This is an optimization exercise on Yosys and OpenROAD, whose aim is small area, a short achievable clock period and few clock cycles per item, not a production implementation. Function was not checked in any run shown here: the RTL went through the layout flow alone.

## flow/design.v (module list and top-level ports; edited modules follow where they fit)
// module scope_index_unit: 1232 lines
module scope_index_unit (
    input  wire        clk,
    input  wire        rst,           
    input  wire        start,
    input  wire [2:0]  cfg_scope,
    input  wire [11:0] cfg_width_m1,  
    input  wire        s_valid,
    output wire        s_ready,
    input  wire [31:0] s_data,        
    output reg         m_valid,
    input  wire        m_ready,
    output reg  [2:0]  m_mask,        
    output reg  [21:0] m_addr0,
    output reg  [21:0] m_addr1,
    output reg  [21:0] m_addr2
);
  // ...
==> flow/run.sh <==
#!/bin/bash
# synth_recipe.tcl (not shown) runs the flow's synth.tcl, then flattens the netlist and writes it again
# the make line also repeats each setting of config.mk as NAME=value (left out here)
make -C /OpenROAD-flow-scripts/flow DESIGN_CONFIG=/design/flow/config.mk WORK_HOME=/design/flow/orfs CLKGATE_MAP_FILE= SYNTH_SCRIPT=/design/flow/synth_recipe.tcl finish
==> flow/config.mk <==
export PLATFORM = sky130hd
export DESIGN_NAME = scope_index_unit
export DESIGN_NICKNAME = scope_index_unit
export VERILOG_FILES = /design/flow/design.v
export SDC_FILE = /design/flow/constraint.sdc
export NUM_CORES = 4
export LEC_CHECK = 0
export ABC_CLOCK_PERIOD_IN_PS = 5000
export CAP_MARGIN = 20
export CORE_MARGIN = 2
export CORE_UTILIZATION = 40
export SLEW_MARGIN = 20
==> flow/constraint.sdc <==
create_clock -name core_clock -period 28.0 [get_ports {clk}]
set_input_delay 5.6000 -clock core_clock [delete_from_list [all_inputs] [get_ports {clk}]]
set_output_delay 5.6000 -clock core_clock [all_outputs]
set_load 0.01 [all_outputs]
==> reports/results.ini, run 1 <==
[worst_setup_path]
crit_buf_inv = 7
r2r_slack_ps = 16730
crit_top_cell = inv_1
crit_type = register to register
max_stage_delay_ps = 820
worst_r2r_path_depth = 43

[synthesis]
syn_nets = 3683
ys_seq_area_share_pct = 15.4
synth_top_family_by_area = adder cells
synth_common_cells = inv_1, fa_1, nand2_1
syn_area_per_cell_um2 = 9.21
syn-cell-area_um2 = 27000

[final_layout]
seq-cell-share_pct = 13.9
bufAreaShareNonClock_pct = 4.93
post-route-util_pct = 44.6
layout.cells.non_filler = 3896

[hold_path]
hp-class = register to register
whs_path_depth = 2

[route]
met3_length_mm = 4.65

[place]
gp_congestion = 0.921
dp.cells = 3863

[clock_network]
clk_path_buf_depth = 2
clkLatencyLatePin_ps = 480
htreeDepth = 4
post_cts.repair.setup_buffers = 0

[floorplanning]
fp.dieH_um = 264
tap_cells = 873
die-area_um2 = 69500

[outcome]
status = no timing/DRC/antenna violations

[timing]
relSlewSlack_pct = 22.3

==> inputs of run 2 (changes only) <==
--- a/flow/design.v
+++ b/flow/design.v
@@ -39,42 +39,42 @@
         end
     end
     always @(posedge clk) begin
         we <= is_wf   ? {1'b0, wm1} + 13'd1 :
               is_vs   ? 13'd256 :
               is_hist ? 13'd1 : 13'd0;
     end
     wire adv = !m_valid || m_ready;
-    reg        k_v;           
+    reg        k_e;           
     reg [23:0] k_d;
     reg        i_v;           
     reg [23:0] i_d;
     reg        p_v;           
-    assign s_ready = !k_v;
-    wire accept = s_valid && !k_v;
+    assign s_ready = k_e;
+    wire accept = s_valid && k_e;
     always @(posedge clk) begin
-        if (!k_v)
+        if (k_e)
             k_d <= s_data[23:0];
         if (adv)
-            i_d <= k_v ? k_d : s_data[23:0];
+            i_d <= k_e ? s_data[23:0] : k_d;
     end
     always @(posedge clk) begin
         if (rst) begin
-            k_v <= 1'b0;
+            k_e <= 1'b1;
             i_v <= 1'b0;
             p_v <= 1'b0;
             m_valid <= 1'b0;
         end else if (adv) begin
-            k_v <= 1'b0;
-            i_v <= k_v || accept;
+            k_e <= 1'b1;
+            i_v <= !k_e || accept;
             p_v <= i_v;
             m_valid <= p_v;
         end else begin
-            k_v <= k_v || accept;
+            k_e <= k_e && !accept;
         end
     end
     wire [7:0] r = i_d[7:0];
     wire [7:0] g = i_d[15:8];
     wire [7:0] b = i_d[23:16];
     wire [8:0] du = {1'b0, r} - {1'b0, g};
     wire [8:0] dv = {1'b0, b} - {1'b0, g};
     wire luma_s_1 = ~(~du[7]);
@@ -626,211 +626,300 @@
     wire t255_s_175 = t255_s_140 ^ t255_s_141 ^ ~dv[6];
     wire t255_s_176 = (t255_s_140 & t255_s_141) | (~dv[6] & (t255_s_140 ^ t255_s_141));
     wire t255_s_177 = t255_s_142 ^ t255_s_143 ^ ~dv[7];
     wire t255_s_178 = (t255_s_142 & t255_s_143) | (~dv[7] & (t255_s_142 ^ t255_s_143));
     wire t255_s_179 = t255_s_144 ^ ~du[7] ^ dv[8];
     wire t255_s_180 = (t255_s_144 & ~du[7]) | (dv[8] & (t255_s_144 ^ ~du[7]));
     wire [20:0] t255_s_a = {1'b0, 1'b1, t255_s_180, t255_s_178, t255_s_176, t255_s_174, t255_s_172, t255_s_170, t255_s_168, t255_s_166, t255_s_164, t255_s_162, t255_s_160, t255_s_158, t255_s_156, t255_s_154, t255_s_152, t255_s_150, t255_s_148, t255_s_146, t255_s_145};
     wire [20:0] t255_s_b = {1'b0, 1'b0, du[8], t255_s_179, t255_s_177, t255_s_175, t255_s_173, t255_s_171, t255_s_169, t255_s_167, t255_s_165, t255_s_163, t255_s_161, t255_s_159, t255_s_157, t255_s_155, t255_s_153, t255_s_151, t255_s_149, t255_s_147, dv[0]};
-    wire [20:0] t255_s = t255_s_a + t255_s_b;
-    wire [8:0] t255 = t255_s[20:12];
-    wire [8:0] ub_p = dv + t255;
-    wire [8:0] vb_p = du + t255;
-    wire [7:0] xb = ub_p[8:1] + {7'd0, ub_p[0] & (ub_p[8] | (&ub_p[7:0]))};
-    wire [7:0] yb = vb_p[8:1] + {7'd0, vb_p[0] & (vb_p[8] | (&vb_p[7:0]))};
+    wire [12:0] t255_lo = {1'b0, t255_s_a[11:0]} + {1'b0, t255_s_b[11:0]};
+    wire ub_p_1 = t255_s_a[12] ^ t255_s_b[12];
+    wire ub_p_2 = t255_s_a[12] & t255_s_b[12];
+    wire ub_p_3 = t255_s_a[13] ^ t255_s_b[13];
+    wire ub_p_4 = t255_s_a[13] & t255_s_b[13];
+    wire ub_p_5 = t255_s_a[14] ^ t255_s_b[14];
+    wire ub_p_6 = t255_s_a[14] & t255_s_b[14];
+    wire ub_p_7 = t255_s_a[15] ^ t255_s_b[15];
+    wire ub_p_8 = t255_s_a[15] & t255_s_b[15];
+    wire ub_p_9 = t255_s_a[16] ^ t255_s_b[16];
+    wire ub_p_10 = t255_s_a[16] & t255_s_b[16];
+    wire ub_p_11 = t255_s_a[17] ^ t255_s_b[17];
+    wire ub_p_12 = t255_s_a[17] & t255_s_b[17];
+    wire ub_p_13 = t255_s_a[18] ^ t255_s_b[18];
+    wire ub_p_14 = t255_s_a[18] & t255_s_b[18];
+    wire ub_p_15 = t255_s_a[19] ^ t255_s_b[19];
+    wire ub_p_16 = t255_s_a[19] & t255_s_b[19];
+    wire ub_p_17 = t255_s_a[20] ^ t255_s_b[20];
+    wire ub_p_18 = t255_s_a[20] & t255_s_b[20];
+    wire ub_p_19 = ub_p_1 ^ dv[0];
+    wire ub_p_20 = ub_p_1 & dv[0];
+    wire ub_p_21 = ub_p_2 ^ ub_p_3 ^ dv[1];
+    wire ub_p_22 = (ub_p_2 & ub_p_3) | (dv[1] & (ub_p_2 ^ ub_p_3));
+    wire ub_p_23 = ub_p_4 ^ ub_p_5 ^ dv[2];
+    wire ub_p_24 = (ub_p_4 & ub_p_5) | (dv[2] & (ub_p_4 ^ ub_p_5));
+    wire ub_p_25 = ub_p_6 ^ ub_p_7 ^ dv[3];
+    wire ub_p_26 = (ub_p_6 & ub_p_7) | (dv[3] & (ub_p_6 ^ ub_p_7));
+    wire ub_p_27 = ub_p_8 ^ ub_p_9 ^ dv[4];
+    wire ub_p_28 = (ub_p_8 & ub_p_9) | (dv[4] & (ub_p_8 ^ ub_p_9));
+    wire ub_p_29 = ub_p_10 ^ ub_p_11 ^ dv[5];
+    wire ub_p_30 = (ub_p_10 & ub_p_11) | (dv[5] & (ub_p_10 ^ ub_p_11));
+    wire ub_p_31 = ub_p_12 ^ ub_p_13 ^ dv[6];
+    wire ub_p_32 = (ub_p_12 & ub_p_13) | (dv[6] & (ub_p_12 ^ ub_p_13));
+    wire ub_p_33 = ub_p_14 ^ ub_p_15 ^ dv[7];
+    wire ub_p_34 = (ub_p_14 & ub_p_15) | (dv[7] & (ub_p_14 ^ ub_p_15));
+    wire ub_p_35 = ub_p_16 ^ ub_p_17 ^ dv[8];
+    wire ub_p_36 = (ub_p_16 & ub_p_17) | (dv[8] & (ub_p_16 ^ ub_p_17));
+    wire [8:0] ub_p_a = {ub_p_34, ub_p_32, ub_p_30, ub_p_28, ub_p_26, ub_p_24, ub_p_22, ub_p_20, ub_p_19};
+    wire [8:0] ub_p_b = {ub_p_35, ub_p_33, ub_p_31, ub_p_29, ub_p_27, ub_p_25, ub_p_23, ub_p_21, t255_lo[12]};
+    wire [8:0] ub_p = ub_p_a + ub_p_b;
+    wire vb_p_1 = t255_s_a[12] ^ t255_s_b[12];
+    wire vb_p_2 = t255_s_a[12] & t255_s_b[12];
+    wire vb_p_3 = t255_s_a[13] ^ t255_s_b[13];
+    wire vb_p_4 = t255_s_a[13] & t255_s_b[13];
+    wire vb_p_5 = t255_s_a[14] ^ t255_s_b[14];
+    wire vb_p_6 = t255_s_a[14] & t255_s_b[14];
+    wire vb_p_7 = t255_s_a[15] ^ t255_s_b[15];
+    wire vb_p_8 = t255_s_a[15] & t255_s_b[15];
+    wire vb_p_9 = t255_s_a[16] ^ t255_s_b[16];
+    wire vb_p_10 = t255_s_a[16] & t255_s_b[16];
+    wire vb_p_11 = t255_s_a[17] ^ t255_s_b[17];
+    wire vb_p_12 = t255_s_a[17] & t255_s_b[17];
+    wire vb_p_13 = t255_s_a[18] ^ t255_s_b[18];
+    wire vb_p_14 = t255_s_a[18] & t255_s_b[18];
+    wire vb_p_15 = t255_s_a[19] ^ t255_s_b[19];
+    wire vb_p_16 = t255_s_a[19] & t255_s_b[19];
+    wire vb_p_17 = t255_s_a[20] ^ t255_s_b[20];
+    wire vb_p_18 = t255_s_a[20] & t255_s_b[20];
+    wire vb_p_19 = vb_p_1 ^ du[0];
+    wire vb_p_20 = vb_p_1 & du[0];
+    wire vb_p_21 = vb_p_2 ^ vb_p_3 ^ du[1];
+    wire vb_p_22 = (vb_p_2 & vb_p_3) | (du[1] & (vb_p_2 ^ vb_p_3));
+    wire vb_p_23 = vb_p_4 ^ vb_p_5 ^ du[2];
+    wire vb_p_24 = (vb_p_4 & vb_p_5) | (du[2] & (vb_p_4 ^ vb_p_5));
+    wire vb_p_25 = vb_p_6 ^ vb_p_7 ^ du[3];
+    wire vb_p_26 = (vb_p_6 & vb_p_7) | (du[3] & (vb_p_6 ^ vb_p_7));
+    wire vb_p_27 = vb_p_8 ^ vb_p_9 ^ du[4];
+    wire vb_p_28 = (vb_p_8 & vb_p_9) | (du[4] & (vb_p_8 ^ vb_p_9));
+    wire vb_p_29 = vb_p_10 ^ vb_p_11 ^ du[5];
+    wire vb_p_30 = (vb_p_10 & vb_p_11) | (du[5] & (vb_p_10 ^ vb_p_11));
+    wire vb_p_31 = vb_p_12 ^ vb_p_13 ^ du[6];
+    wire vb_p_32 = (vb_p_12 & vb_p_13) | (du[6] & (vb_p_12 ^ vb_p_13));
+    wire vb_p_33 = vb_p_14 ^ vb_p_15 ^ du[7];
+    wire vb_p_34 = (vb_p_14 & vb_p_15) | (du[7] & (vb_p_14 ^ vb_p_15));
+    wire vb_p_35 = vb_p_16 ^ vb_p_17 ^ du[8];
+    wire vb_p_36 = (vb_p_16 & vb_p_17) | (du[8] & (vb_p_16 ^ vb_p_17));
+    wire [8:0] vb_p_a = {vb_p_34, vb_p_32, vb_p_30, vb_p_28, vb_p_26, vb_p_24, vb_p_22, vb_p_20, vb_p_19};
+    wire [8:0] vb_p_b = {vb_p_35, vb_p_33, vb_p_31, vb_p_29, vb_p_27, vb_p_25, vb_p_23, vb_p_21, t255_lo[12]};
+    wire [8:0] vb_p = vb_p_a + vb_p_b;
     reg [7:0] p_m0, p_f1, p_f2;
+    reg       p_m0l, p_f1l;       
     always @(posedge clk) begin
         if (adv) begin
-            p_m0 <= is_wfl ? ~luma : is_wfp ? ~r : is_vsa ? ya : is_vsb ? yb : r;
-            p_f1 <= is_vsa ? xa : is_vsb ? xb : is_wfp ? ~g : g;
-            p_f2 <= is_wfp ? ~b : b;
+            p_m0  <= is_wfl ? ~luma : is_wfp ? ~r : is_vsa ? ya : is_vsb ? vb_p[8:1] : r;
+            p_f1  <= is_vsa ? xa : is_vsb ? ub_p[8:1] : is_wfp ? ~g : g;
+            p_f2  <= is_wfp ? ~b : b;
+            p_m0l <= is_vsb & vb_p[0];
+            p_f1l <= is_vsb & ub_p[0];
         end
     end
     reg  [11:0] col;
+    wire [11:0] col_nxt = (col == wm1) ? 12'd0 : col + 12'd1;
     always @(posedge clk) begin
         if (rst || start)
             col <= 12'd0;
         else if (adv && p_v)
-            col <= (col == wm1) ? 12'd0 : col + 12'd1;
+            col <= col_nxt;
     end
     wire [7:0]  m0 = p_m0;
     wire [7:0]  m1 = p_f1;
     wire [7:0]  m2 = p_f2;
     wire [11:0] xadd = is_wf ? col : is_vs ? {4'd0, p_f1} : 12'd0;
-    wire lane0_1 = (m0[0] & we[5]) ^ (m0[1] & we[4]);
-    wire lane0_2 = (m0[0] & we[5]) & (m0[1] & we[4]);
-    wire lane0_3 = (m0[0] & we[6]) ^ (m0[1] & we[5]) ^ (m0[2] & we[4]);
-    wire lane0_4 = ((m0[0] & we[6]) & (m0[1] & we[5])) | ((m0[2] & we[4]) & ((m0[0] & we[6]) ^ (m0[1] & we[5])));
-    wire lane0_5 = (m0[3] & we[3]) ^ (m0[4] & we[2]);
-    wire lane0_6 = (m0[3] & we[3]) & (m0[4] & we[2]);
-    wire lane0_7 = (m0[0] & we[7]) ^ (m0[1] & we[6]) ^ (m0[2] & we[5]);
-    wire lane0_8 = ((m0[0] & we[7]) & (m0[1] & we[6])) | ((m0[2] & we[5]) & ((m0[0] & we[7]) ^ (m0[1] & we[6])));
-    wire lane0_9 = (m0[3] & we[4]) ^ (m0[4] & we[3]) ^ (m0[5] & we[2]);
-    wire lane0_10 = ((m0[3] & we[4]) & (m0[4] & we[3])) | ((m0[5] & we[2]) & ((m0[3] & we[4]) ^ (m0[4] & we[3])));
-    wire lane0_11 = (m0[6] & we[1]) ^ (m0[7] & we[0]);
-    wire lane0_12 = (m0[6] & we[1]) & (m0[7] & we[0]);
-    wire lane0_13 = (m0[0] & we[8]) ^ (m0[1] & we[7]) ^ (m0[2] & we[6]);
-    wire lane0_14 = ((m0[0] & we[8]) & (m0[1] & we[7])) | ((m0[2] & we[6]) & ((m0[0] & we[8]) ^ (m0[1] & we[7])));
-    wire lane0_15 = (m0[3] & we[5]) ^ (m0[4] & we[4]) ^ (m0[5] & we[3]);
-    wire lane0_16 = ((m0[3] & we[5]) & (m0[4] & we[4])) | ((m0[5] & we[3]) & ((m0[3] & we[5]) ^ (m0[4] & we[4])));
-    wire lane0_17 = (m0[6] & we[2]) ^ (m0[7] & we[1]) ^ xadd[8];
-    wire lane0_18 = ((m0[6] & we[2]) & (m0[7] & we[1])) | (xadd[8] & ((m0[6] & we[2]) ^ (m0[7] & we[1])));
-    wire lane0_19 = (m0[0] & we[9]) ^ (m0[1] & we[8]) ^ (m0[2] & we[7]);
-    wire lane0_20 = ((m0[0] & we[9]) & (m0[1] & we[8])) | ((m0[2] & we[7]) & ((m0[0] & we[9]) ^ (m0[1] & we[8])));
-    wire lane0_21 = (m0[3] & we[6]) ^ (m0[4] & we[5]) ^ (m0[5] & we[4]);
-    wire lane0_22 = ((m0[3] & we[6]) & (m0[4] & we[5])) | ((m0[5] & we[4]) & ((m0[3] & we[6]) ^ (m0[4] & we[5])));
-    wire lane0_23 = (m0[6] & we[3]) ^ (m0[7] & we[2]) ^ xadd[9];
-    wire lane0_24 = ((m0[6] & we[3]) & (m0[7] & we[2])) | (xadd[9] & ((m0[6] & we[3]) ^ (m0[7] & we[2])));
-    wire lane0_25 = (m0[0] & we[10]) ^ (m0[1] & we[9]) ^ (m0[2] & we[8]);
-    wire lane0_26 = ((m0[0] & we[10]) & (m0[1] & we[9])) | ((m0[2] & we[8]) & ((m0[0] & we[10]) ^ (m0[1] & we[9])));
-    wire lane0_27 = (m0[3] & we[7]) ^ (m0[4] & we[6]) ^ (m0[5] & we[5]);
-    wire lane0_28 = ((m0[3] & we[7]) & (m0[4] & we[6])) | ((m0[5] & we[5]) & ((m0[3] & we[7]) ^ (m0[4] & we[6])));
-    wire lane0_29 = (m0[6] & we[4]) ^ (m0[7] & we[3]) ^ xadd[10];
-    wire lane0_30 = ((m0[6] & we[4]) & (m0[7] & we[3])) | (xadd[10] & ((m0[6] & we[4]) ^ (m0[7] & we[3])));
-    wire lane0_31 = (m0[0] & we[11]) ^ (m0[1] & we[10]) ^ (m0[2] & we[9]);
-    wire lane0_32 = ((m0[0] & we[11]) & (m0[1] & we[10])) | ((m0[2] & we[9]) & ((m0[0] & we[11]) ^ (m0[1] & we[10])));
-    wire lane0_33 = (m0[3] & we[8]) ^ (m0[4] & we[7]) ^ (m0[5] & we[6]);
-    wire lane0_34 = ((m0[3] & we[8]) & (m0[4] & we[7])) | ((m0[5] & we[6]) & ((m0[3] & we[8]) ^ (m0[4] & we[7])));
-    wire lane0_35 = (m0[6] & we[5]) ^ (m0[7] & we[4]) ^ xadd[11];
-    wire lane0_36 = ((m0[6] & we[5]) & (m0[7] & we[4])) | (xadd[11] & ((m0[6] & we[5]) ^ (m0[7] & we[4])));
-    wire lane0_37 = (m0[0] & we[12]) ^ (m0[1] & we[11]) ^ (m0[2] & we[10]);
-    wire lane0_38 = ((m0[0] & we[12]) & (m0[1] & we[11])) | ((m0[2] & we[10]) & ((m0[0] & we[12]) ^ (m0[1] & we[11])));
-    wire lane0_39 = (m0[3] & we[9]) ^ (m0[4] & we[8]) ^ (m0[5] & we[7]);
-    wire lane0_40 = ((m0[3] & we[9]) & (m0[4] & we[8])) | ((m0[5] & we[7]) & ((m0[3] & we[9]) ^ (m0[4] & we[8])));
-    wire lane0_41 = (m0[6] & we[6]) ^ (m0[7] & we[5]);
-    wire lane0_42 = (m0[6] & we[6]) & (m0[7] & we[5]);
-    wire lane0_43 = (m0[1] & we[12]) ^ (m0[2] & we[11]) ^ (m0[3] & we[10]);
-    wire lane0_44 = ((m0[1] & we[12]) & (m0[2] & we[11])) | ((m0[3] & we[10]) & ((m0[1] & we[12]) ^ (m0[2] & we[11])));
-    wire lane0_45 = (m0[4] & we[9]) ^ (m0[5] & we[8]) ^ (m0[6] & we[7]);
-    wire lane0_46 = ((m0[4] & we[9]) & (m0[5] & we[8])) | ((m0[6] & we[7]) & ((m0[4] & we[9]) ^ (m0[5] & we[8])));
-    wire lane0_47 = (m0[2] & we[12]) ^ (m0[3] & we[11]) ^ (m0[4] & we[10]);
-    wire lane0_48 = ((m0[2] & we[12]) & (m0[3] & we[11])) | ((m0[4] & we[10]) & ((m0[2] & we[12]) ^ (m0[3] & we[11])));
-    wire lane0_49 = (m0[0] & we[3]) ^ (m0[1] & we[2]);
-    wire lane0_50 = (m0[0] & we[3]) & (m0[1] & we[2]);
-    wire lane0_51 = (m0[0] & we[4]) ^ (m0[1] & we[3]) ^ (m0[2] & we[2]);
-    wire lane0_52 = ((m0[0] & we[4]) & (m0[1] & we[3])) | ((m0[2] & we[2]) & ((m0[0] & we[4]) ^ (m0[1] & we[3])));
-    wire lane0_53 = (m0[3] & we[1]) ^ (m0[4] & we[0]);
-    wire lane0_54 = (m0[3] & we[1]) & (m0[4] & we[0]);
-    wire lane0_55 = lane0_1 ^ (m0[2] & we[3]) ^ (m0[3] & we[2]);
-    wire lane0_56 = (lane0_1 & (m0[2] & we[3])) | ((m0[3] & we[2]) & (lane0_1 ^ (m0[2] & we[3])));
-    wire lane0_57 = (m0[4] & we[1]) ^ (m0[5] & we[0]) ^ xadd[5];
-    wire lane0_58 = ((m0[4] & we[1]) & (m0[5] & we[0])) | (xadd[5] & ((m0[4] & we[1]) ^ (m0[5] & we[0])));
-    wire lane0_59 = lane0_2 ^ lane0_3 ^ lane0_5;
-    wire lane0_60 = (lane0_2 & lane0_3) | (lane0_5 & (lane0_2 ^ lane0_3));
-    wire lane0_61 = (m0[5] & we[1]) ^ (m0[6] & we[0]) ^ xadd[6];
-    wire lane0_62 = ((m0[5] & we[1]) & (m0[6] & we[0])) | (xadd[6] & ((m0[5] & we[1]) ^ (m0[6] & we[0])));
-    wire lane0_63 = lane0_4 ^ lane0_6 ^ lane0_7;
-    wire lane0_64 = (lane0_4 & lane0_6) | (lane0_7 & (lane0_4 ^ lane0_6));
-    wire lane0_65 = lane0_9 ^ lane0_11 ^ xadd[7];
-    wire lane0_66 = (lane0_9 & lane0_11) | (xadd[7] & (lane0_9 ^ lane0_11));
-    wire lane0_67 = lane0_8 ^ lane0_10 ^ lane0_12;
-    wire lane0_68 = (lane0_8 & lane0_10) | (lane0_12 & (lane0_8 ^ lane0_10));
-    wire lane0_69 = lane0_13 ^ lane0_15 ^ lane0_17;
-    wire lane0_70 = (lane0_13 & lane0_15) | (lane0_17 & (lane0_13 ^ lane0_15));
-    wire lane0_71 = lane0_14 ^ lane0_16 ^ lane0_18;
-    wire lane0_72 = (lane0_14 & lane0_16) | (lane0_18 & (lane0_14 ^ lane0_16));
-    wire lane0_73 = lane0_19 ^ lane0_21 ^ lane0_23;
-    wire lane0_74 = (lane0_19 & lane0_21) | (lane0_23 & (lane0_19 ^ lane0_21));
-    wire lane0_75 = lane0_20 ^ lane0_22 ^ lane0_24;
-    wire lane0_76 = (lane0_20 & lane0_22) | (lane0_24 & (lane0_20 ^ lane0_22));
-    wire lane0_77 = lane0_25 ^ lane0_27 ^ lane0_29;
-    wire lane0_78 = (lane0_25 & lane0_27) | (lane0_29 & (lane0_25 ^ lane0_27));
-    wire lane0_79 = lane0_26 ^ lane0_28 ^ lane0_30;
-    wire lane0_80 = (lane0_26 & lane0_28) | (lane0_30 & (lane0_26 ^ lane0_28));
-    wire lane0_81 = lane0_31 ^ lane0_33 ^ lane0_35;
-    wire lane0_82 = (lane0_31 & lane0_33) | (lane0_35 & (lane0_31 ^ lane0_33));
-    wire lane0_83 = lane0_32 ^ lane0_34 ^ lane0_36;
-    wire lane0_84 = (lane0_32 & lane0_34) | (lane0_36 & (lane0_32 ^ lane0_34));
-    wire lane0_85 = lane0_37 ^ lane0_39 ^ lane0_41;
-    wire lane0_86 = (lane0_37 & lane0_39) | (lane0_41 & (lane0_37 ^ lane0_39));
-    wire lane0_87 = lane0_38 ^ lane0_40 ^ lane0_42;
-    wire lane0_88 = (lane0_38 & lane0_40) | (lane0_42 & (lane0_38 ^ lane0_40));
-    wire lane0_89 = lane0_43 ^ lane0_45 ^ (m0[7] & we[6]);
-    wire lane0_90 = (lane0_43 & lane0_45) | ((m0[7] & we[6]) & (lane0_43 ^ lane0_45));
-    wire lane0_91 = lane0_44 ^ lane0_46 ^ lane0_47;
-    wire lane0_92 = (lane0_44 & lane0_46) | (lane0_47 & (lane0_44 ^ lane0_46));
-    wire lane0_93 = (m0[5] & we[9]) ^ (m0[6] & we[8]) ^ (m0[7] & we[7]);
-    wire lane0_94 = ((m0[5] & we[9]) & (m0[6] & we[8])) | ((m0[7] & we[7]) & ((m0[5] & we[9]) ^ (m0[6] & we[8])));
-    wire lane0_95 = lane0_48 ^ (m0[3] & we[12]) ^ (m0[4] & we[11]);
-    wire lane0_96 = (lane0_48 & (m0[3] & we[12])) | ((m0[4] & we[11]) & (lane0_48 ^ (m0[3] & we[12])));
-    wire lane0_97 = (m0[5] & we[10]) ^ (m0[6] & we[9]) ^ (m0[7] & we[8]);
-    wire lane0_98 = ((m0[5] & we[10]) & (m0[6] & we[9])) | ((m0[7] & we[8]) & ((m0[5] & we[10]) ^ (m0[6] & we[9])));
-    wire lane0_99 = (m0[4] & we[12]) ^ (m0[5] & we[11]) ^ (m0[6] & we[10]);
-    wire lane0_100 = ((m0[4] & we[12]) & (m0[5] & we[11])) | ((m0[6] & we[10]) & ((m0[4] & we[12]) ^ (m0[5] & we[11])));
-    wire lane0_101 = (m0[0] & we[2]) ^ (m0[1] & we[1]);
-    wire lane0_102 = (m0[0] & we[2]) & (m0[1] & we[1]);
-    wire lane0_103 = lane0_49 ^ (m0[2] & we[1]) ^ (m0[3] & we[0]);
-    wire lane0_104 = (lane0_49 & (m0[2] & we[1])) | ((m0[3] & we[0]) & (lane0_49 ^ (m0[2] & we[1])));
-    wire lane0_105 = lane0_50 ^ lane0_51 ^ lane0_53;
-    wire lane0_106 = (lane0_50 & lane0_51) | (lane0_53 & (lane0_50 ^ lane0_51));
-    wire lane0_107 = lane0_52 ^ lane0_54 ^ lane0_55;
-    wire lane0_108 = (lane0_52 & lane0_54) | (lane0_55 & (lane0_52 ^ lane0_54));
-    wire lane0_109 = lane0_56 ^ lane0_58 ^ lane0_59;
-    wire lane0_110 = (lane0_56 & lane0_58) | (lane0_59 & (lane0_56 ^ lane0_58));
-    wire lane0_111 = lane0_60 ^ lane0_62 ^ lane0_63;
-    wire lane0_112 = (lane0_60 & lane0_62) | (lane0_63 & (lane0_60 ^ lane0_62));
-    wire lane0_113 = lane0_64 ^ lane0_66 ^ lane0_67;
-    wire lane0_114 = (lane0_64 & lane0_66) | (lane0_67 & (lane0_64 ^ lane0_66));
-    wire lane0_115 = lane0_68 ^ lane0_70 ^ lane0_71;
-    wire lane0_116 = (lane0_68 & lane0_70) | (lane0_71 & (lane0_68 ^ lane0_70));
-    wire lane0_117 = lane0_72 ^ lane0_74 ^ lane0_75;
-    wire lane0_118 = (lane0_72 & lane0_74) | (lane0_75 & (lane0_72 ^ lane0_74));
-    wire lane0_119 = lane0_76 ^ lane0_78 ^ lane0_79;
-    wire lane0_120 = (lane0_76 & lane0_78) | (lane0_79 & (lane0_76 ^ lane0_78));
-    wire lane0_121 = lane0_80 ^ lane0_82 ^ lane0_83;
-    wire lane0_122 = (lane0_80 & lane0_82) | (lane0_83 & (lane0_80 ^ lane0_82));
-    wire lane0_123 = lane0_84 ^ lane0_86 ^ lane0_87;
-    wire lane0_124 = (lane0_84 & lane0_86) | (lane0_87 & (lane0_84 ^ lane0_86));
-    wire lane0_125 = lane0_88 ^ lane0_90 ^ lane0_91;
-    wire lane0_126 = (lane0_88 & lane0_90) | (lane0_91 & (lane0_88 ^ lane0_90));
-    wire lane0_127 = lane0_92 ^ lane0_94 ^ lane0_95;
-    wire lane0_128 = (lane0_92 & lane0_94) | (lane0_95 & (lane0_92 ^ lane0_94));
-    wire lane0_129 = lane0_96 ^ lane0_98 ^ lane0_99;
-    wire lane0_130 = (lane0_96 & lane0_98) | (lane0_99 & (lane0_96 ^ lane0_98));
-    wire lane0_131 = lane0_100 ^ (m0[5] & we[12]) ^ (m0[6] & we[11]);
-    wire lane0_132 = (lane0_100 & (m0[5] & we[12])) | ((m0[6] & we[11]) & (lane0_100 ^ (m0[5] & we[12])));
-    wire lane0_133 = (m0[0] & we[1]) ^ (m0[1] & we[0]);
-    wire lane0_134 = (m0[0] & we[1]) & (m0[1] & we[0]);
-    wire lane0_135 = lane0_101 ^ (m0[2] & we[0]) ^ xadd[2];
-    wire lane0_136 = (lane0_101 & (m0[2] & we[0])) | (xadd[2] & (lane0_101 ^ (m0[2] & we[0])));
-    wire lane0_137 = lane0_102 ^ lane0_103 ^ xadd[3];
-    wire lane0_138 = (lane0_102 & lane0_103) | (xadd[3] & (lane0_102 ^ lane0_103));
-    wire lane0_139 = lane0_104 ^ lane0_105 ^ xadd[4];
-    wire lane0_140 = (lane0_104 & lane0_105) | (xadd[4] & (lane0_104 ^ lane0_105));
-    wire lane0_141 = lane0_106 ^ lane0_107 ^ lane0_57;
-    wire lane0_142 = (lane0_106 & lane0_107) | (lane0_57 & (lane0_106 ^ lane0_107));
-    wire lane0_143 = lane0_108 ^ lane0_109 ^ lane0_61;
-    wire lane0_144 = (lane0_108 & lane0_109) | (lane0_61 & (lane0_108 ^ lane0_109));
-    wire lane0_145 = lane0_110 ^ lane0_111 ^ lane0_65;
-    wire lane0_146 = (lane0_110 & lane0_111) | (lane0_65 & (lane0_110 ^ lane0_111));
-    wire lane0_147 = lane0_112 ^ lane0_113 ^ lane0_69;
-    wire lane0_148 = (lane0_112 & lane0_113) | (lane0_69 & (lane0_112 ^ lane0_113));
-    wire lane0_149 = lane0_114 ^ lane0_115 ^ lane0_73;
-    wire lane0_150 = (lane0_114 & lane0_115) | (lane0_73 & (lane0_114 ^ lane0_115));
-    wire lane0_151 = lane0_116 ^ lane0_117 ^ lane0_77;
-    wire lane0_152 = (lane0_116 & lane0_117) | (lane0_77 & (lane0_116 ^ lane0_117));
-    wire lane0_153 = lane0_118 ^ lane0_119 ^ lane0_81;
-    wire lane0_154 = (lane0_118 & lane0_119) | (lane0_81 & (lane0_118 ^ lane0_119));
-    wire lane0_155 = lane0_120 ^ lane0_121 ^ lane0_85;
-    wire lane0_156 = (lane0_120 & lane0_121) | (lane0_85 & (lane0_120 ^ lane0_121));
-    wire lane0_157 = lane0_122 ^ lane0_123 ^ lane0_89;
-    wire lane0_158 = (lane0_122 & lane0_123) | (lane0_89 & (lane0_122 ^ lane0_123));
-    wire lane0_159 = lane0_124 ^ lane0_125 ^ lane0_93;
-    wire lane0_160 = (lane0_124 & lane0_125) | (lane0_93 & (lane0_124 ^ lane0_125));
-    wire lane0_161 = lane0_126 ^ lane0_127 ^ lane0_97;
-    wire lane0_162 = (lane0_126 & lane0_127) | (lane0_97 & (lane0_126 ^ lane0_127));
-    wire lane0_163 = lane0_128 ^ lane0_129 ^ (m0[7] & we[9]);
-    wire lane0_164 = (lane0_128 & lane0_129) | ((m0[7] & we[9]) & (lane0_128 ^ lane0_129));
-    wire lane0_165 = lane0_130 ^ lane0_131 ^ (m0[7] & we[10]);
-    wire lane0_166 = (lane0_130 & lane0_131) | ((m0[7] & we[10]) & (lane0_130 ^ lane0_131));
-    wire lane0_167 = lane0_132 ^ (m0[6] & we[12]) ^ (m0[7] & we[11]);
-    wire lane0_168 = (lane0_132 & (m0[6] & we[12])) | ((m0[7] & we[11]) & (lane0_132 ^ (m0[6] & we[12])));
-    wire [21:0] lane0_a = {1'b0, 1'b0, lane0_168, lane0_166, lane0_164, lane0_162, lane0_160, lane0_158, lane0_156, lane0_154, lane0_152, lane0_150, lane0_148, lane0_146, lane0_144, lane0_142, lane0_140, lane0_138, lane0_136, lane0_134, lane0_133, (m0[0] & we[0])};
-    wire [21:0] lane0_b = {1'b0, 1'b0, (m0[7] & we[12]), lane0_167, lane0_165, lane0_163, lane0_161, lane0_159, lane0_157, lane0_155, lane0_153, lane0_151, lane0_149, lane0_147, lane0_145, lane0_143, lane0_141, lane0_139, lane0_137, lane0_135, xadd[1], xadd[0]};
+    wire        cx = p_f1l & (p_f1[7] | (&p_f1[6:0]));    
+    wire        cy = p_m0l & (p_m0[7] | (&p_m0[6:0]));    
+    wire lane0_1 = (m0[0] & we[8]) ^ (m0[1] & we[7]);
+    wire lane0_2 = (m0[0] & we[8]) & (m0[1] & we[7]);
+    wire lane0_3 = (m0[0] & we[9]) ^ (m0[1] & we[8]);
+    wire lane0_4 = (m0[0] & we[9]) & (m0[1] & we[8]);
+    wire lane0_5 = (m0[0] & we[10]) ^ (m0[1] & we[9]);
+    wire lane0_6 = (m0[0] & we[10]) & (m0[1] & we[9]);
+    wire lane0_7 = (m0[0] & we[11]) ^ (m0[1] & we[10]);
+    wire lane0_8 = (m0[0] & we[11]) & (m0[1] & we[10]);
+    wire lane0_9 = (m0[0] & we[5]) ^ (m0[1] & we[4]);
+    wire lane0_10 = (m0[0] & we[5]) & (m0[1] & we[4]);
+    wire lane0_11 = (m0[0] & we[6]) ^ (m0[1] & we[5]) ^ (m0[2] & we[4]);
+    wire lane0_12 = ((m0[0] & we[6]) & (m0[1] & we[5])) | ((m0[2] & we[4]) & ((m0[0] & we[6]) ^ (m0[1] & we[5])));
+    wire lane0_13 = (m0[3] & we[3]) ^ (m0[4] & we[2]);
+    wire lane0_14 = (m0[3] & we[3]) & (m0[4] & we[2]);
+    wire lane0_15 = (m0[0] & we[7]) ^ (m0[1] & we[6]) ^ (m0[2] & we[5]);
+    wire lane0_16 = ((m0[0] & we[7]) & (m0[1] & we[6])) | ((m0[2] & we[5]) & ((m0[0] & we[7]) ^ (m0[1] & we[6])));
+    wire lane0_17 = (m0[3] & we[4]) ^ (m0[4] & we[3]) ^ (m0[5] & we[2]);
+    wire lane0_18 = ((m0[3] & we[4]) & (m0[4] & we[3])) | ((m0[5] & we[2]) & ((m0[3] & we[4]) ^ (m0[4] & we[3])));
+    wire lane0_19 = (m0[6] & we[1]) ^ (m0[7] & we[0]);
+    wire lane0_20 = (m0[6] & we[1]) & (m0[7] & we[0]);
+    wire lane0_21 = lane0_1 ^ (m0[2] & we[6]) ^ (m0[3] & we[5]);
+    wire lane0_22 = (lane0_1 & (m0[2] & we[6])) | ((m0[3] & we[5]) & (lane0_1 ^ (m0[2] & we[6])));
+    wire lane0_23 = (m0[4] & we[4]) ^ (m0[5] & we[3]) ^ (m0[6] & we[2]);
+    wire lane0_24 = ((m0[4] & we[4]) & (m0[5] & we[3])) | ((m0[6] & we[2]) & ((m0[4] & we[4]) ^ (m0[5] & we[3])));
+    wire lane0_25 = (m0[7] & we[1]) ^ xadd[8] ^ cy;
+    wire lane0_26 = ((m0[7] & we[1]) & xadd[8]) | (cy & ((m0[7] & we[1]) ^ xadd[8]));
+    wire lane0_27 = lane0_2 ^ lane0_3 ^ (m0[2] & we[7]);
+    wire lane0_28 = (lane0_2 & lane0_3) | ((m0[2] & we[7]) & (lane0_2 ^ lane0_3));
+    wire lane0_29 = (m0[3] & we[6]) ^ (m0[4] & we[5]) ^ (m0[5] & we[4]);
+    wire lane0_30 = ((m0[3] & we[6]) & (m0[4] & we[5])) | ((m0[5] & we[4]) & ((m0[3] & we[6]) ^ (m0[4] & we[5])));
+    wire lane0_31 = (m0[6] & we[3]) ^ (m0[7] & we[2]) ^ xadd[9];
+    wire lane0_32 = ((m0[6] & we[3]) & (m0[7] & we[2])) | (xadd[9] & ((m0[6] & we[3]) ^ (m0[7] & we[2])));
+    wire lane0_33 = lane0_4 ^ lane0_5 ^ (m0[2] & we[8]);
+    wire lane0_34 = (lane0_4 & lane0_5) | ((m0[2] & we[8]) & (lane0_4 ^ lane0_5));
+    wire lane0_35 = (m0[3] & we[7]) ^ (m0[4] & we[6]) ^ (m0[5] & we[5]);
+    wire lane0_36 = ((m0[3] & we[7]) & (m0[4] & we[6])) | ((m0[5] & we[5]) & ((m0[3] & we[7]) ^ (m0[4] & we[6])));
+    wire lane0_37 = (m0[6] & we[4]) ^ (m0[7] & we[3]) ^ xadd[10];
+    wire lane0_38 = ((m0[6] & we[4]) & (m0[7] & we[3])) | (xadd[10] & ((m0[6] & we[4]) ^ (m0[7] & we[3])));
+    wire lane0_39 = lane0_6 ^ lane0_7 ^ (m0[2] & we[9]);
+    wire lane0_40 = (lane0_6 & lane0_7) | ((m0[2] & we[9]) & (lane0_6 ^ lane0_7));
+    wire lane0_41 = (m0[3] & we[8]) ^ (m0[4] & we[7]) ^ (m0[5] & we[6]);
+    wire lane0_42 = ((m0[3] & we[8]) & (m0[4] & we[7])) | ((m0[5] & we[6]) & ((m0[3] & we[8]) ^ (m0[4] & we[7])));
+    wire lane0_43 = (m0[6] & we[5]) ^ (m0[7] & we[4]) ^ xadd[11];
+    wire lane0_44 = ((m0[6] & we[5]) & (m0[7] & we[4])) | (xadd[11] & ((m0[6] & we[5]) ^ (m0[7] & we[4])));
+    wire lane0_45 = lane0_8 ^ (m0[0] & we[12]) ^ (m0[1] & we[11]);
+    wire lane0_46 = (lane0_8 & (m0[0] & we[12])) | ((m0[1] & we[11]) & (lane0_8 ^ (m0[0] & we[12])));
+    wire lane0_47 = (m0[2] & we[10]) ^ (m0[3] & we[9]) ^ (m0[4] & we[8]);
+    wire lane0_48 = ((m0[2] & we[10]) & (m0[3] & we[9])) | ((m0[4] & we[8]) & ((m0[2] & we[10]) ^ (m0[3] & we[9])));
+    wire lane0_49 = (m0[5] & we[7]) ^ (m0[6] & we[6]) ^ (m0[7] & we[5]);
+    wire lane0_50 = ((m0[5] & we[7]) & (m0[6] & we[6])) | ((m0[7] & we[5]) & ((m0[5] & we[7]) ^ (m0[6] & we[6])));
+    wire lane0_51 = (m0[1] & we[12]) ^ (m0[2] & we[11]) ^ (m0[3] & we[10]);
+    wire lane0_52 = ((m0[1] & we[12]) & (m0[2] & we[11])) | ((m0[3] & we[10]) & ((m0[1] & we[12]) ^ (m0[2] & we[11])));
+    wire lane0_53 = (m0[4] & we[9]) ^ (m0[5] & we[8]) ^ (m0[6] & we[7]);
+    wire lane0_54 = ((m0[4] & we[9]) & (m0[5] & we[8])) | ((m0[6] & we[7]) & ((m0[4] & we[9]) ^ (m0[5] & we[8])));
+    wire lane0_55 = (m0[2] & we[12]) ^ (m0[3] & we[11]) ^ (m0[4] & we[10]);
+    wire lane0_56 = ((m0[2] & we[12]) & (m0[3] & we[11])) | ((m0[4] & we[10]) & ((m0[2] & we[12]) ^ (m0[3] & we[11])));
+    wire lane0_57 = (m0[0] & we[3]) ^ (m0[1] & we[2]);
+    wire lane0_58 = (m0[0] & we[3]) & (m0[1] & we[2]);
+    wire lane0_59 = (m0[0] & we[4]) ^ (m0[1] & we[3]) ^ (m0[2] & we[2]);
+    wire lane0_60 = ((m0[0] & we[4]) & (m0[1] & we[3])) | ((m0[2] & we[2]) & ((m0[0] & we[4]) ^ (m0[1] & we[3])));
+    wire lane0_61 = (m0[3] & we[1]) ^ (m0[4] & we[0]);
+    wire lane0_62 = (m0[3] & we[1]) & (m0[4] & we[0]);
+    wire lane0_63 = lane0_9 ^ (m0[2] & we[3]) ^ (m0[3] & we[2]);
+    wire lane0_64 = (lane0_9 & (m0[2] & we[3])) | ((m0[3] & we[2]) & (lane0_9 ^ (m0[2] & we[3])));
+    wire lane0_65 = (m0[4] & we[1]) ^ (m0[5] & we[0]) ^ xadd[5];
+    wire lane0_66 = ((m0[4] & we[1]) & (m0[5] & we[0])) | (xadd[5] & ((m0[4] & we[1]) ^ (m0[5] & we[0])));
+    wire lane0_67 = lane0_10 ^ lane0_11 ^ lane0_13;
+    wire lane0_68 = (lane0_10 & lane0_11) | (lane0_13 & (lane0_10 ^ lane0_11));
+    wire lane0_69 = (m0[5] & we[1]) ^ (m0[6] & we[0]) ^ xadd[6];
+    wire lane0_70 = ((m0[5] & we[1]) & (m0[6] & we[0])) | (xadd[6] & ((m0[5] & we[1]) ^ (m0[6] & we[0])));
+    wire lane0_71 = lane0_12 ^ lane0_14 ^ lane0_15;
+    wire lane0_72 = (lane0_12 & lane0_14) | (lane0_15 & (lane0_12 ^ lane0_14));
+    wire lane0_73 = lane0_17 ^ lane0_19 ^ xadd[7];
+    wire lane0_74 = (lane0_17 & lane0_19) | (xadd[7] & (lane0_17 ^ lane0_19));
+    wire lane0_75 = lane0_16 ^ lane0_18 ^ lane0_20;
+    wire lane0_76 = (lane0_16 & lane0_18) | (lane0_20 & (lane0_16 ^ lane0_18));
+    wire lane0_77 = lane0_21 ^ lane0_23 ^ lane0_25;
+    wire lane0_78 = (lane0_21 & lane0_23) | (lane0_25 & (lane0_21 ^ lane0_23));
+    wire lane0_79 = lane0_22 ^ lane0_24 ^ lane0_26;
+    wire lane0_80 = (lane0_22 & lane0_24) | (lane0_26 & (lane0_22 ^ lane0_24));
+    wire lane0_81 = lane0_27 ^ lane0_29 ^ lane0_31;
+    wire lane0_82 = (lane0_27 & lane0_29) | (lane0_31 & (lane0_27 ^ lane0_29));
+    wire lane0_83 = lane0_28 ^ lane0_30 ^ lane0_32;
+    wire lane0_84 = (lane0_28 & lane0_30) | (lane0_32 & (lane0_28 ^ lane0_30));
+    wire lane0_85 = lane0_33 ^ lane0_35 ^ lane0_37;
+    wire lane0_86 = (lane0_33 & lane0_35) | (lane0_37 & (lane0_33 ^ lane0_35));
+    wire lane0_87 = lane0_34 ^ lane0_36 ^ lane0_38;
+    wire lane0_88 = (lane0_34 & lane0_36) | (lane0_38 & (lane0_34 ^ lane0_36));
+    wire lane0_89 = lane0_39 ^ lane0_41 ^ lane0_43;
+    wire lane0_90 = (lane0_39 & lane0_41) | (lane0_43 & (lane0_39 ^ lane0_41));
+    wire lane0_91 = lane0_40 ^ lane0_42 ^ lane0_44;
+    wire lane0_92 = (lane0_40 & lane0_42) | (lane0_44 & (lane0_40 ^ lane0_42));
+    wire lane0_93 = lane0_45 ^ lane0_47 ^ lane0_49;
+    wire lane0_94 = (lane0_45 & lane0_47) | (lane0_49 & (lane0_45 ^ lane0_47));
+    wire lane0_95 = lane0_46 ^ lane0_48 ^ lane0_50;
+    wire lane0_96 = (lane0_46 & lane0_48) | (lane0_50 & (lane0_46 ^ lane0_48));
+    wire lane0_97 = lane0_51 ^ lane0_53 ^ (m0[7] & we[6]);
+    wire lane0_98 = (lane0_51 & lane0_53) | ((m0[7] & we[6]) & (lane0_51 ^ lane0_53));
+    wire lane0_99 = lane0_52 ^ lane0_54 ^ lane0_55;
+    wire lane0_100 = (lane0_52 & lane0_54) | (lane0_55 & (lane0_52 ^ lane0_54));
+    wire lane0_101 = (m0[5] & we[9]) ^ (m0[6] & we[8]) ^ (m0[7] & we[7]);
+    wire lane0_102 = ((m0[5] & we[9]) & (m0[6] & we[8])) | ((m0[7] & we[7]) & ((m0[5] & we[9]) ^ (m0[6] & we[8])));
+    wire lane0_103 = lane0_56 ^ (m0[3] & we[12]) ^ (m0[4] & we[11]);
+    wire lane0_104 = (lane0_56 & (m0[3] & we[12])) | ((m0[4] & we[11]) & (lane0_56 ^ (m0[3] & we[12])));
+    wire lane0_105 = (m0[5] & we[10]) ^ (m0[6] & we[9]) ^ (m0[7] & we[8]);
+    wire lane0_106 = ((m0[5] & we[10]) & (m0[6] & we[9])) | ((m0[7] & we[8]) & ((m0[5] & we[10]) ^ (m0[6] & we[9])));
+    wire lane0_107 = (m0[4] & we[12]) ^ (m0[5] & we[11]) ^ (m0[6] & we[10]);
+    wire lane0_108 = ((m0[4] & we[12]) & (m0[5] & we[11])) | ((m0[6] & we[10]) & ((m0[4] & we[12]) ^ (m0[5] & we[11])));
+    wire lane0_109 = (m0[0] & we[2]) ^ (m0[1] & we[1]);
+    wire lane0_110 = (m0[0] & we[2]) & (m0[1] & we[1]);
+    wire lane0_111 = lane0_57 ^ (m0[2] & we[1]) ^ (m0[3] & we[0]);
+    wire lane0_112 = (lane0_57 & (m0[2] & we[1])) | ((m0[3] & we[0]) & (lane0_57 ^ (m0[2] & we[1])));
+    wire lane0_113 = lane0_58 ^ lane0_59 ^ lane0_61;
+    wire lane0_114 = (lane0_58 & lane0_59) | (lane0_61 & (lane0_58 ^ lane0_59));
+    wire lane0_115 = lane0_60 ^ lane0_62 ^ lane0_63;
+    wire lane0_116 = (lane0_60 & lane0_62) | (lane0_63 & (lane0_60 ^ lane0_62));
+    wire lane0_117 = lane0_64 ^ lane0_66 ^ lane0_67;
+    wire lane0_118 = (lane0_64 & lane0_66) | (lane0_67 & (lane0_64 ^ lane0_66));
+    wire lane0_119 = lane0_68 ^ lane0_70 ^ lane0_71;
+    wire lane0_120 = (lane0_68 & lane0_70) | (lane0_71 & (lane0_68 ^ lane0_70));
+    wire lane0_121 = lane0_72 ^ lane0_74 ^ lane0_75;
+    wire lane0_122 = (lane0_72 & lane0_74) | (lane0_75 & (lane0_72 ^ lane0_74));
+    wire lane0_123 = lane0_76 ^ lane0_78 ^ lane0_79;
+    wire lane0_124 = (lane0_76 & lane0_78) | (lane0_79 & (lane0_76 ^ lane0_78));
+    wire lane0_125 = lane0_80 ^ lane0_82 ^ lane0_83;
+    wire lane0_126 = (lane0_80 & lane0_82) | (lane0_83 & (lane0_80 ^ lane0_82));
+    wire lane0_127 = lane0_84 ^ lane0_86 ^ lane0_87;
+    wire lane0_128 = (lane0_84 & lane0_86) | (lane0_87 & (lane0_84 ^ lane0_86));
+    wire lane0_129 = lane0_88 ^ lane0_90 ^ lane0_91;
+    wire lane0_130 = (lane0_88 & lane0_90) | (lane0_91 & (lane0_88 ^ lane0_90));
+    wire lane0_131 = lane0_92 ^ lane0_94 ^ lane0_95;
+    wire lane0_132 = (lane0_92 & lane0_94) | (lane0_95 & (lane0_92 ^ lane0_94));
+    wire lane0_133 = lane0_96 ^ lane0_98 ^ lane0_99;
+    wire lane0_134 = (lane0_96 & lane0_98) | (lane0_99 & (lane0_96 ^ lane0_98));
+    wire lane0_135 = lane0_100 ^ lane0_102 ^ lane0_103;
+    wire lane0_136 = (lane0_100 & lane0_102) | (lane0_103 & (lane0_100 ^ lane0_102));
+    wire lane0_137 = lane0_104 ^ lane0_106 ^ lane0_107;
+    wire lane0_138 = (lane0_104 & lane0_106) | (lane0_107 & (lane0_104 ^ lane0_106));
+    wire lane0_139 = lane0_108 ^ (m0[5] & we[12]) ^ (m0[6] & we[11]);
+    wire lane0_140 = (lane0_108 & (m0[5] & we[12])) | ((m0[6] & we[11]) & (lane0_108 ^ (m0[5] & we[12])));
+    wire lane0_141 = (m0[0] & we[0]) ^ xadd[0];
+    wire lane0_142 = (m0[0] & we[0]) & xadd[0];
+    wire lane0_143 = (m0[0] & we[1]) ^ (m0[1] & we[0]) ^ xadd[1];
+    wire lane0_144 = ((m0[0] & we[1]) & (m0[1] & we[0])) | (xadd[1] & ((m0[0] & we[1]) ^ (m0[1] & we[0])));
+    wire lane0_145 = lane0_109 ^ (m0[2] & we[0]) ^ xadd[2];
+    wire lane0_146 = (lane0_109 & (m0[2] & we[0])) | (xadd[2] & (lane0_109 ^ (m0[2] & we[0])));
+    wire lane0_147 = lane0_110 ^ lane0_111 ^ xadd[3];
+    wire lane0_148 = (lane0_110 & lane0_111) | (xadd[3] & (lane0_110 ^ lane0_111));
+    wire lane0_149 = lane0_112 ^ lane0_113 ^ xadd[4];
+    wire lane0_150 = (lane0_112 & lane0_113) | (xadd[4] & (lane0_112 ^ lane0_113));
+    wire lane0_151 = lane0_114 ^ lane0_115 ^ lane0_65;
+    wire lane0_152 = (lane0_114 & lane0_115) | (lane0_65 & (lane0_114 ^ lane0_115));
+    wire lane0_153 = lane0_116 ^ lane0_117 ^ lane0_69;
+    wire lane0_154 = (lane0_116 & lane0_117) | (lane0_69 & (lane0_116 ^ lane0_117));
+    wire lane0_155 = lane0_118 ^ lane0_119 ^ lane0_73;
+    wire lane0_156 = (lane0_118 & lane0_119) | (lane0_73 & (lane0_118 ^ lane0_119));
+    wire lane0_157 = lane0_120 ^ lane0_121 ^ lane0_77;
+    wire lane0_158 = (lane0_120 & lane0_121) | (lane0_77 & (lane0_120 ^ lane0_121));
+    wire lane0_159 = lane0_122 ^ lane0_123 ^ lane0_81;
+    wire lane0_160 = (lane0_122 & lane0_123) | (lane0_81 & (lane0_122 ^ lane0_123));
+    wire lane0_161 = lane0_124 ^ lane0_125 ^ lane0_85;
+    wire lane0_162 = (lane0_124 & lane0_125) | (lane0_85 & (lane0_124 ^ lane0_125));
+    wire lane0_163 = lane0_126 ^ lane0_127 ^ lane0_89;
+    wire lane0_164 = (lane0_126 & lane0_127) | (lane0_89 & (lane0_126 ^ lane0_127));
+    wire lane0_165 = lane0_128 ^ lane0_129 ^ lane0_93;
+    wire lane0_166 = (lane0_128 & lane0_129) | (lane0_93 & (lane0_128 ^ lane0_129));
+    wire lane0_167 = lane0_130 ^ lane0_131 ^ lane0_97;
+    wire lane0_168 = (lane0_130 & lane0_131) | (lane0_97 & (lane0_130 ^ lane0_131));
+    wire lane0_169 = lane0_132 ^ lane0_133 ^ lane0_101;
+    wire lane0_170 = (lane0_132 & lane0_133) | (lane0_101 & (lane0_132 ^ lane0_133));
+    wire lane0_171 = lane0_134 ^ lane0_135 ^ lane0_105;
+    wire lane0_172 = (lane0_134 & lane0_135) | (lane0_105 & (lane0_134 ^ lane0_135));
+    wire lane0_173 = lane0_136 ^ lane0_137 ^ (m0[7] & we[9]);
+    wire lane0_174 = (lane0_136 & lane0_137) | ((m0[7] & we[9]) & (lane0_136 ^ lane0_137));
+    wire lane0_175 = lane0_138 ^ lane0_139 ^ (m0[7] & we[10]);
+    wire lane0_176 = (lane0_138 & lane0_139) | ((m0[7] & we[10]) & (lane0_138 ^ lane0_139));
+    wire lane0_177 = lane0_140 ^ (m0[6] & we[12]) ^ (m0[7] & we[11]);
+    wire lane0_178 = (lane0_140 & (m0[6] & we[12])) | ((m0[7] & we[11]) & (lane0_140 ^ (m0[6] & we[12])));
+    wire [21:0] lane0_a = {1'b0, 1'b0, lane0_178, lane0_176, lane0_174, lane0_172, lane0_170, lane0_168, lane0_166, lane0_164, lane0_162, lane0_160, lane0_158, lane0_156, lane0_154, lane0_152, lane0_150, lane0_148, lane0_146, lane0_144, lane0_142, lane0_141};
+    wire [21:0] lane0_b = {1'b0, 1'b0, (m0[7] & we[12]), lane0_177, lane0_175, lane0_173, lane0_171, lane0_169, lane0_167, lane0_165, lane0_163, lane0_161, lane0_159, lane0_157, lane0_155, lane0_153, lane0_151, lane0_149, lane0_147, lane0_145, lane0_143, cx};
     wire [21:0] lane0 = lane0_a + lane0_b;
     wire lane1_1 = (m1[0] & we[8]) ^ (m1[1] & we[7]);
     wire lane1_2 = (m1[0] & we[8]) & (m1[1] & we[7]);
     wire lane1_3 = (m1[0] & we[9]) ^ (m1[1] & we[8]) ^ (m1[2] & we[7]);
     wire lane1_4 = ((m1[0] & we[9]) & (m1[1] & we[8])) | ((m1[2] & we[7]) & ((m1[0] & we[9]) ^ (m1[1] & we[8])));
     wire lane1_5 = (m1[0] & we[10]) ^ (m1[1] & we[9]) ^ (m1[2] & we[8]);
     wire lane1_6 = ((m1[0] & we[10]) & (m1[1] & we[9])) | ((m1[2] & we[8]) & ((m1[0] & we[10]) ^ (m1[1] & we[9])));
     wire lane1_7 = (m1[0] & we[11]) ^ (m1[1] & we[10]) ^ (m1[2] & we[9]);
==> flow/config.mk (replaced) <==
export PLATFORM = sky130hd
export DESIGN_NAME = scope_index_unit
export DESIGN_NICKNAME = scope_index_unit
export VERILOG_FILES = /design/flow/design.v
export SDC_FILE = /design/flow/constraint.sdc
export NUM_CORES = 4
export LEC_CHECK = 0
export CAP_MARGIN = 80
export CORE_MARGIN = 2
export CORE_UTILIZATION = 40
export SLEW_MARGIN = 80
==> run 2 against run 1 <==
  * Critical path type unchanged
  * Clock skew rose by 8.8 ps
  * Die area increased by 0.36%
  * Worst hold slack got worse by 5.8 ps
  * Synthesized cell count is 1.8% lower
  * Highest routed layer is now met5
  * Maximum frequency up 30%
  * Register-to-register slack better by 2600 ps
  * Global-route usage rose by 0.48 points
==> reports/results.ini, run 2 <==
[synthesis]
ys_types = 74  ; was 70
synth.top_cell.area_share_pct = 34.9  ; was 33.0%
synth.most_common_cell = inv_1  ; unchanged
ys_ff_latch = 185  ; was 183
syn-cell-area_um2 = 27100  ; was 27000 um^2
synth_ff_type = dfxtp_1  ; unchanged
syn_inst = 2874  ; was 2928
syn_area_per_cell_um2 = 9.41  ; was 9.21 um^2
yosysTopAreaCell = fa_1  ; unchanged
syn_nets = 3650  ; was 3683
yosys_warnings = 1  ; unchanged
synthArstFlopShare_pct = 0  ; unchanged
synth_common_cells = inv_1, fa_1, nand2_1  ; unchanged
synthTopCellsByArea = fa_1, ha_1, dfxtp_1  ; unchanged
ys_seq_area_share_pct = 15.5  ; was 15.4%
synth_edf_count = 50  ; was 48

[final_layout]
layout_commonest_cell = inv_1  ; unchanged
top_regs = i_d x24, k_d x24  ; unchanged
layout_common_cells = inv_1, fa_1, nand2_1, ha_1, and2_1  ; unchanged
area_growth_pct = 16.4  ; was 10.7%
final_nets = 3845  ; was 3765
fillers = 6274  ; was 6547
drive_above_1_share_pct = 10.5  ; was 4.43%
post-route-util_pct = 47.0  ; was 44.6%
layout.cells.non_filler = 3956  ; was 3896

[route]
drc = 0  ; unchanged
final_antenna_net_count = 0  ; unchanged
via_per_inst = 5.16  ; was 5.10
wirelength_mm = 74.6  ; was 72.5 mm
drtIter0Drc = 1125  ; was 1306
firstDrtPassIters = 5  ; unchanged
vias = 20400  ; was 19900
wire_per_inst_um = 18.9  ; was 18.6 um

[outcome]
status = no timing/DRC/antenna violations  ; unchanged

[worst_setup_path]
r2r_slack_ps = 19320  ; was 16730 ps
crit_buf_inv = 11  ; was 7
startpoint_type = register  ; unchanged
cp_max_fo = 13  ; was 11
setup.worst_path.end_class = register  ; unchanged
arrival_ps = 8900  ; was 11540 ps
crit_type = register to register  ; unchanged
cpMaxStageDelayCell = fa_1  ; was xor2_2
r2r-start = i_d[0]  ; was i_d[9]
r2r-end = p_m0[7]  ; was p_m0[4]
max_stage_delay_ps = 570  ; was 820 ps
crit_top_cell = inv_1  ; unchanged
required_ps = 28220  ; was 28280 ps
cpLargestDelayFamily = adder cells  ; was compound AO/OA/AOI/OAI gates
worst_r2r_path_depth = 43  ; unchanged

[floorplanning]
fp.dieH_um = 264  ; about the same
rows = 95  ; unchanged
die_w_um = 264  ; about the same
ios = 123  ; unchanged
die-area_um2 = 69700  ; was 69500 um^2
initial_core_util_pct = 40.4  ; was 40.3%
fp.coreArea_um2 = 67000  ; was 66900 um^2

[timing]
layout_min_cycle_time_ps = 8680  ; was 11270 ps
slew_violations = 0  ; unchanged
fin_crit_sh_pct = 31.0  ; was 40.2%
max_freq_mhz = 115  ; was 88.8 MHz
hold_violations = 0  ; unchanged
skew_ps = 22.3  ; was 13.5 ps
setup_viol = 0  ; unchanged
rsz0062_at_grt = no  ; unchanged
timing.setup.tns_ps = 0  ; unchanged

[clock_network]
cts_hold_buffers = 0  ; unchanged
clkLatencyLatePin_ps = 500  ; was 480 ps
clk_pin_slew_ps = 80  ; was 70 ps
cts_tree = done  ; unchanged
cts_root_buf = clkbuf_16  ; unchanged
htreeDepth = 4  ; unchanged
post_cts.repair.setup_buffers = 0  ; unchanged
cts_resized = 0  ; unchanged
cts_buffers = 17  ; unchanged
clk_path_buf_depth = 2  ; unchanged
cts.sink_count = 185  ; was 183

[global_route]
grt_pass1_vias = 21800  ; was 20300
antenna_found_initial = 2  ; was 0
gr-usage-met3_pct = 3.30  ; was 4.12%
grt_use_total_pct = 22.2  ; was 21.8%
met2_usage_pct = 38.2  ; was 34.6%
grt_max_degree = 42  ; was 57
busiest_layer = met2  ; unchanged
grt_pass1_wl_mm = 120  ; was 116 mm
overflow = 0  ; unchanged
grtUsageMet1_pct = 28.1  ; was 30.1%

[place]
placement.io_buffers = 113  ; unchanged
gp_congestion = 0.960  ; was 0.921
dp.final_hpwl_mm = 59.7  ; was 56.0 mm
dp.cells = 3918  ; was 3863

[hold_path]
whs_path_depth = 2  ; unchanged
holdPathEnd = m_addr1[9]  ; was m_addr2[8]
min-delay-start = m_addr1[9]  ; was m_addr2[8]
hp-class = register to register  ; unchanged

[flow_run]
drv_cap = 0  ; unchanged

## run 2: layout make-up
cell class,instances,area (um^2),area share [%]
timing repair buffer,269,2470,7.83
clock buffer,20,489,1.55
sequential,185,4210,13.4
clock inverter,12,141,0.449
tap,873,1090,3.47
antenna,1,2.50,0.00794
multi-input combinational,2004,20800,66.1
inverter,592,2270,7.20
## run 2: metrics by stage
step	setup slack [ps]	hold slack [ps]	area [um^2]
final	19320	447	31500
after global routing	18920	475	31500
after CTS	19360	449	31300
after detailed placement	19410	439	30700
after global placement	18890	434	29300
after floorplan	19140	432	27100
## run 2: how the worst max path moves through the flow
| stage | start | depth (start not counted) | slack, ps | to |
|---|---|---|---|---|
| floorplan | i_d[9] | 39 | 19140 | p_m0[6] |
| global placement | i_d[9] | 42 | 18890 | p_m0[7] |
| detailed placement | i_d[0] | 43 | 19410 | p_m0[7] |
| CTS | i_d[0] | 43 | 19360 | p_m0[7] |
| global route | i_d[0] | 43 | 18920 | p_m0[7] |
| finish | i_d[0] | 43 | 19320 | p_m0[7] |
## run 2: cell families after synthesis
group / Yosys count / share of synthesized area [%]
AO/OA/AOI/OAI: 384 / 9.53
XOR/XNOR: 141 / 4.56
adder cells (fa/ha/maj): 724 / 46.6
buffers and inverters: 685 / 9.53
flip-flops: 185 / 15.5
multiplexers: 45 / 1.78
other: 1 / 0.0139
AND/OR/NAND/NOR: 709 / 12.5
## run 2: routing by layer
metal	vias to the layer above	wire (um)
met1	10300	31600
li1	9410	-
met3	142	3430
met2	532	36800
met4	2	2780
met5	-	13
## run 2: tightest hold or removal path, cell delays in order, from the launching register on
cell	delay, ps
dfxtp_1	310
nand2_1	50
o21ai_1	50
==> inputs of run 3 (changes only) <==
--- a/flow/config.mk
+++ b/flow/config.mk
@@ -5,7 +5,7 @@
 export SDC_FILE = /design/flow/constraint.sdc
 export NUM_CORES = 4
 export LEC_CHECK = 0
-export CAP_MARGIN = 80
+export CAP_MARGIN = 20
 export CORE_MARGIN = 2
 export CORE_UTILIZATION = 40
-export SLEW_MARGIN = 80
+export SLEW_MARGIN = 20
==> run 3 against run 2 <==
  * Synthesized cell count unchanged
  * Non-clock buffer count fell by 112
  * Critical endpoint unchanged
  * Area after synthesis unchanged
  * Worst hold slack lost 17 ps
  * Global-route usage about the same
  * First-iteration DRC count up 7.6%
  * Still clean
  * Setup slack got worse by 530 ps
  * Clock skew increased by 6.6 ps
  * Flip-flop and latch count is the same
  * Highest routed layer is now met4
  * Critical path type unchanged
  * Core utilization down 2.3 points
==> reports/results.ini, run 3 <==
[outcome]
status = no timing/DRC/antenna violations  ; unchanged

[synthesis]
syn_inst = 2874  ; unchanged
ys_ff_latch = 185  ; unchanged
synth_ff_type = dfxtp_1  ; unchanged
synth_common_cells = inv_1, fa_1, nand2_1  ; unchanged
synth_edf_count = 50  ; unchanged
synthTopCellsByArea = fa_1, ha_1, dfxtp_1  ; unchanged
ys_seq_area_share_pct = 15.5  ; unchanged
yosys_warnings = 1  ; unchanged
synthArstFlopShare_pct = 0  ; unchanged
synth.top_cell.area_share_pct = 34.9  ; unchanged
synth.most_common_cell = inv_1  ; unchanged

[route]
firstDrtPassIters = 5  ; unchanged
wire_per_inst_um = 19.4  ; was 18.9 um
vias = 20100  ; was 20400
final_antenna_net_count = 0  ; unchanged

[worst_setup_path]
crit_top_cell = inv_1  ; unchanged
cpMaxStageDelayCell = fa_1  ; unchanged
setup.worst_path.end_class = register  ; unchanged
max_stage_delay_ps = 500  ; was 570 ps
arrival_ps = 9350  ; was 8900 ps
cp-startpoint = i_d[9]  ; was i_d[0]
r2r_slack_ps = 18790  ; was 19320 ps

[global_route]
busiest_layer = met2  ; unchanged
grt_use_total_pct = 22.2  ; about the same
grt_max_degree = 60  ; was 42

[final_layout]
area_growth_pct = 10.6  ; was 16.4%
layout.cells.non_filler = 3843  ; was 3956
regArea_um2 = 4200  ; was 4210 um^2
n_antenna_cell = 0  ; was 1
multi_input_area_um2 = 20300  ; was 20800 um^2

[clock_network]
cts_resized = 0  ; unchanged

[timing]
max_freq_mhz = 109  ; was 115 MHz
skew_ps = 28.9  ; was 22.3 ps
setup_viol = 0  ; unchanged
timing.setup.tns_ps = 0  ; unchanged
relSlewSlack_pct = 29.3
fin_crit_sh_pct = 32.9  ; was 31.0%
layout_min_cycle_time_ps = 9210  ; was 8680 ps

[place]
dpl_cell_area_um2 = 29300  ; was 30700 um^2
placement.io_buffers = 113  ; unchanged
dp.cells = 3811  ; was 3918

[floorplanning]
rows = 95  ; unchanged
fp.coreArea_um2 = 67000  ; unchanged
die_w_um = 264  ; unchanged

[hold_path]
hp-class = register to register  ; unchanged

[run 3: cell counts after synthesis]
Identical to the previous run, type by type.
[run 3: worst min path at each step]
stage                start          end  slack (ps)  cells after the start
4_1_cts                i_v          p_v         440                      2
3_3_place_gp   m_addr2[14]  m_addr2[14]         430                      2
3_5_place_dp    m_addr1[9]   m_addr1[9]         440                      2
5_1_grt        m_addr2[18]  m_addr2[18]         460                      2
6_report               i_v          p_v         430                      2
2_1_floorplan          i_v          i_v         430                      2
[run 3: cells by family (layout without fill, tap and decap cells)]
group | after synthesis | after routing | share of synthesized area, %
buf+inv | 685 | 781 | 9.53
xor+xnor | 141 | 141 | 4.56
flops | 185 | 185 | 15.5
mux | 45 | 45 | 1.78
fa+ha+maj | 724 | 724 | 46.6
simple gates | 709 | 709 | 12.5
compound gates | 384 | 384 | 9.53
other cells | 1 | 1 | 0.0139
[run 3: layer usage]
| layer | vias up | share of wire [%] |
|---|---|---|
| li1 | 9176 | - |
| met3 | 126 | 4.9 |
| met2 | 634 | 49 |
| met4 | 0 | 3.7 |
| met5 | - | 0 |
| met1 | 10200 | 42 |
[run 3: per-stage QoR]
stage,worst slack (ps)
6_report,18790
5_1_grt,18240
2_1_floorplan,19140
3_3_place_gp,18890
4_1_cts,18800
3_5_place_dp,18850
[run 3: layout make-up]
class,count,area share (%)
multi-input cells,2004,67.9
flip-flops and latches,185,14.0
inverters,592,7.42
repair buffers,157,4.87
well taps,873,3.65
clock buffers,20,1.53
clock inverters,12,0.552
[run 3: worst max-delay path: cells and delay by family, from the launching register on]
family	cells	cell delay, ps
AOI/OAI and AO/OA	16	2820
adders and majority gates	8	2560
buffers and inverters	7	1390
and+or+nand+nor	8	1140
DFF	1	480
xor gates and xnor gates	3	470

## what the ideal ports hide
Ports are ideal in the flow. The routed layouts listed here were re-timed in OpenROAD.
Step 1, drivers: a clkbuf_16 drives clk and a buf_2 each remaining input, both assumed.
Step 2 adds t to the input delays and takes it off the output delays; t is the mean of the earliest and latest rising clock arrival at the registers after step 1. Input paths then give back, and output paths get back, about the clock's delay inside the block.
Three values: ideal ports, drivers, drivers and shift; two values: the first two.
run | t, ns | slack for setup (ns) | worst hold slack (ns) | worst data-port slew with drivers (ns)
run 1 | 0.534 | 16.733 / 16.733 / 16.733 | 0.452 / 0.452 / 0.452 | 0.06
run 2 | 0.548 | 19.318 / 19.318 / 19.318 | 0.447 / 0.447 / 0.447 | 0.05
run 3 | 0.544 | 18.789 / 18.789 / 18.789 | 0.430 / 0.430 / 0.430 | 0.05
After both steps setup and hold are still met in every run listed.
